What follows belongs to an exercise in optimizing a design on an open flow for small area and a short achievable clock period; a production flow would make more cautious choices.
At most, simulation tests tie the RTL to the original design; equivalence was not proved.
Power and IR drop assume default switching activity.

== v6 ==
// dccap_fa
module dccap_fa (
    input  wire        clk,
    input  wire        rst,          
    input  wire        tick,         
    input  wire        cmd_we,
    input  wire [31:0] cmd_wdata,
    input  wire [2:0]  rd_addr,
    output reg  [31:0] rd_data,
    output wire        busy,         
    output wire        bus_req,
    output wire        bus_rd,
    output wire [1:0]  bus_len,
    output wire [23:0] bus_wdata,
    input  wire        bus_ack,
    input  wire        bus_ok,
    input  wire [15:0] bus_rdata,
    output wire        out_a,
    output wire        out_b,
    output wire        out_pwm
);
    wire [3:0]  op = cmd_wdata[31:28];
    wire [3:0]  z  = cmd_wdata[27:24];
    wire [7:0]  a  = cmd_wdata[23:16];
    wire [15:0] d  = cmd_wdata[15:0];
    reg legal_fr, legal_act;
    always @(*) begin
        legal_fr  = 1'b0;
        legal_act = 1'b0;
        if (z == 4'd0) begin
            case (op)
                4'h1:             legal_fr  = 1'b1;
                4'h2, 4'h3:       legal_fr  = (d == 16'd0);
                4'h4, 4'h5, 4'h6: legal_fr  = (a == 8'd0) && (d == 16'd0);
                4'h8:             legal_act = (a == 8'd0);
                4'h9:             legal_act = 1'b1;
                default: ;
            endcase
        end
    end
    wire cmd_ill  = cmd_we && !legal_fr && !legal_act;
    wire cmd_fr   = cmd_we && legal_fr;
    wire set_duty = cmd_we && legal_act && (op == 4'h8);
    wire set_hz   = cmd_we && legal_act && (op == 4'h9);
  ...
Settings: LEC_CHECK=0, ABC_AREA=1, CAP_MARGIN=20, CORE_MARGIN=2, CORE_UTILIZATION=40, CTS_BUF_LIST=sky130_fd_sc_hd__clkbuf_8, CTS_CLUSTER_SIZE=10, SLEW_MARGIN=20; clock period 125.0 ns.
standard.sh (not shown) runs the stock make flow with config.mk's settings and CLKGATE_MAP_FILE= SYNTH_SCRIPT=/design/flow/synth_recipe.tcl, a recipe that flattens the netlist after the stock synthesis.
==> flow/flow/run.sh <==
#!/bin/bash
# The standard layout (the standard.sh: ORFS synthesis to final
# layout) with two changes: every port is buffered by a plain buffer
# cell instead of the default choice (a delay buffer), and the clock tree
# is built without dummy balancing loads.
set -euo pipefail
export BUFFER_PORTS_ARGS="-buffer_cell sky130_fd_sc_hd__buf_1"
export CTS_ARGS="-sink_clustering_enable -repair_clock_nets -buf_list sky130_fd_sc_hd__clkbuf_8 -dont_use_dummy_load"
bash standard.sh finish > standard_flow.log 2>&1
Inputs modified between v6 and v7:
--- a/flow/design.v
+++ b/flow/design.v
@@ -298,16 +298,15 @@
     generate
         for (k = K - 1; k >= 0; k = k - 1) begin : g_s2
             assign {q2[k], r2[k]} = dstage(r2[k+1], d2, k, (LA >> k) & 1);
         end
     endgenerate
     reg [6:0]  duty;
-    reg [6:0]  duty_act;     
+    reg [9:0]  ccr_act;      
     reg        ccr_upd;
-    reg [3:0]  pwm_lo;       
-    reg [6:0]  pwm_hi;
+    reg [9:0]  pwm_cnt;
     reg [23:0] tog_hz;
     reg [15:0] tog_cnt;
     reg        pending;
     reg [1:0]  hb_phase;
     reg        hb_target;    
     reg [10:0] hb_dt;
@@ -315,52 +314,47 @@
     wire hz_lt8  = ~|tog_hz[23:3];
     wire hz_zero = hz_lt8 & ~|tog_hz[2:0];
     wire tog_run = ~hz_zero;
     wire hz_big  = lt24(24'd500000, tog_hz);
     wire [15:0] reload = hz_lt8 ? {16{~hz_zero}} :
                          hz_big ? 16'd1 : q2;
-    wire pwm_wrap = (pwm_hi == 7'd99) && (pwm_lo == 4'd9);
-    assign out_pwm = lt24({17'd0, pwm_hi}, {17'd0, duty_act}) &&
-                     !(duty_act[6] && duty_act[5] && duty_act[2] && pwm_wrap);
+    wire [9:0] ccr_next = ccr_of(duty);      
+    wire pwm_wrap = (pwm_cnt == 10'd999);
+    assign out_pwm = lt24({14'd0, pwm_cnt}, {14'd0, ccr_act});
     wire [15:0] tog_inc   = inc16(tog_cnt);
     wire        tog_event = tog_run && (tog_inc == reload);
     wire        hz_load   = set_hz && (hz_arg != 24'd0);
     always @(posedge clk) begin
         if (hz_load) begin
             dv_r <= r1[K][18:K];
             dv_q <= q1;
         end
     end
     always @(posedge clk) begin
         if (rst) begin
             duty      <= 7'd0;
-            duty_act  <= 7'd0;
+            ccr_act   <= 10'd0;
             ccr_upd   <= 1'b0;
-            pwm_lo    <= 4'd0;
-            pwm_hi    <= 7'd0;
+            pwm_cnt   <= 10'd0;
             tog_hz    <= 24'd0;
             pending   <= 1'b0;
             out_a     <= 1'b0;
             out_b     <= 1'b0;
             hb_phase  <= HB_IDLE;
         end else begin
             if (tick) begin
                 if (tog_event)
                     pending <= 1'b1;
                 if (pwm_wrap) begin
-                    pwm_lo <= 4'd0;
-                    pwm_hi <= 7'd0;
+                    pwm_cnt <= 10'd0;
                     if (ccr_upd) begin
-                        duty_act <= duty;
-                        ccr_upd  <= 1'b0;
+                        ccr_act <= ccr_next;
+                        ccr_upd <= 1'b0;
                     end
-                end else if (pwm_lo == 4'd9) begin
-                    pwm_lo <= 4'd0;
-                    pwm_hi <= inc16({9'd0, pwm_hi});
                 end else begin
-                    pwm_lo <= inc16({12'd0, pwm_lo});
+                    pwm_cnt <= inc16({6'd0, pwm_cnt});
                 end
             end
             case (hb_phase)
                 HB_IDLE: begin
                     if (pending) hb_phase <= HB_CLAIM;
                 end
@@ -400,14 +394,14 @@
     end
     wire [1:0] dir  = {out_b, out_a};
     wire [1:0] view = pending ? 2'd1 : (hb_phase != HB_IDLE) ? 2'd2 : 2'd0;
     assign act_status    = {6'd0, view, 1'b0, duty, 7'd0, out_pwm, dir, hb_phase, tog_run, pending, out_b, out_a};
     assign toggle_hz     = {8'd0, tog_hz};
     assign toggle_reload = {16'd0, reload};
-    assign pwm_ccr       = {22'd0, ccr_of(duty_act)};
-    assign pwm_ccr_next  = {ccr_upd, 21'd0, ccr_of(duty)};
+    assign pwm_ccr       = {22'd0, ccr_act};
+    assign pwm_ccr_next  = {ccr_upd, 21'd0, ccr_next};
 endmodule
 module dccap_fa (
     input  wire        clk,
     input  wire        rst,          
     input  wire        tick,         
     input  wire        cmd_we,
@@ -467,13 +461,13 @@
         .bus_ack   (bus_ack),
         .bus_ok    (bus_ok),
         .bus_rdata (bus_rdata),
         .fr_status (fr_status),
         .result    (result)
     );
-    dccap_act #(.SPLIT(7), .LA(16'h008F)) u_act (
+    dccap_act #(.SPLIT(7), .LA(16'h009F)) u_act (
         .clk           (clk),
         .rst           (rst),
         .tick          (tick),
         .set_duty      (set_duty),
         .duty_arg      (d),
         .set_hz        (set_hz),
Results
v7 vs v6, instance count: v7 higher. Run comparison: v7 worst setup path endpoint rd_data[20]; v6 worst setup path endpoint rd_data[12]. The combined area of the multi-input logic cells of v7 exceeds that of v6 by about 1%. v7 vs v6: vertical die dimension up. v7 vs v6: clock power share down. Relative area change from synthesis to final layout: v6 vs v7 — no meaningful difference. v7 vs. v6: worst setup slack went up 0.084 ns, worst slack after detailed placement went up 0.11 ns, floorplan die width went up 0.89 um, final design instance area without fill went up 0.91%. Changes observed in v7 relative to v6: via count went up by about 1%, clock slew at the register clock pins of the worst setup and hold paths stayed essentially flat, worst hold-check slack ~0 delta.
Only the layout flow was run in v7; the RTL was not checked for function there.

-- port drivers added, routing unchanged --
The results above use ideal ports. As a check the final layouts listed here were re-extracted and re-timed, cells and wires unchanged.
Step 1 assumes that a clkbuf_16 drives the clock port and a buf_2 every other input.
Step 2, shift: input delay + t, output delay - t, t = (earliest + latest rising clock arrival at the registers) / 2. This alone moves slack from input paths to output paths.
Three values: ideal, step 1, step 2; two values: the first two.
| run | t (ns) | setup slack, ns | hold slack, ns |
|---|---|---|---|
| v6 | 0.512 | 72.379 / 72.331 / 72.331 | 0.462 / 0.462 / 0.462 |
| v7 | 0.530 | 72.463 / 72.436 / 72.436 | 0.462 / 0.462 / 0.462 |
After both steps every run listed still meets setup and hold. The setup slack of v6, which loses most, moves by -0.048 ns with the drivers and by -0.048 ns with both steps.
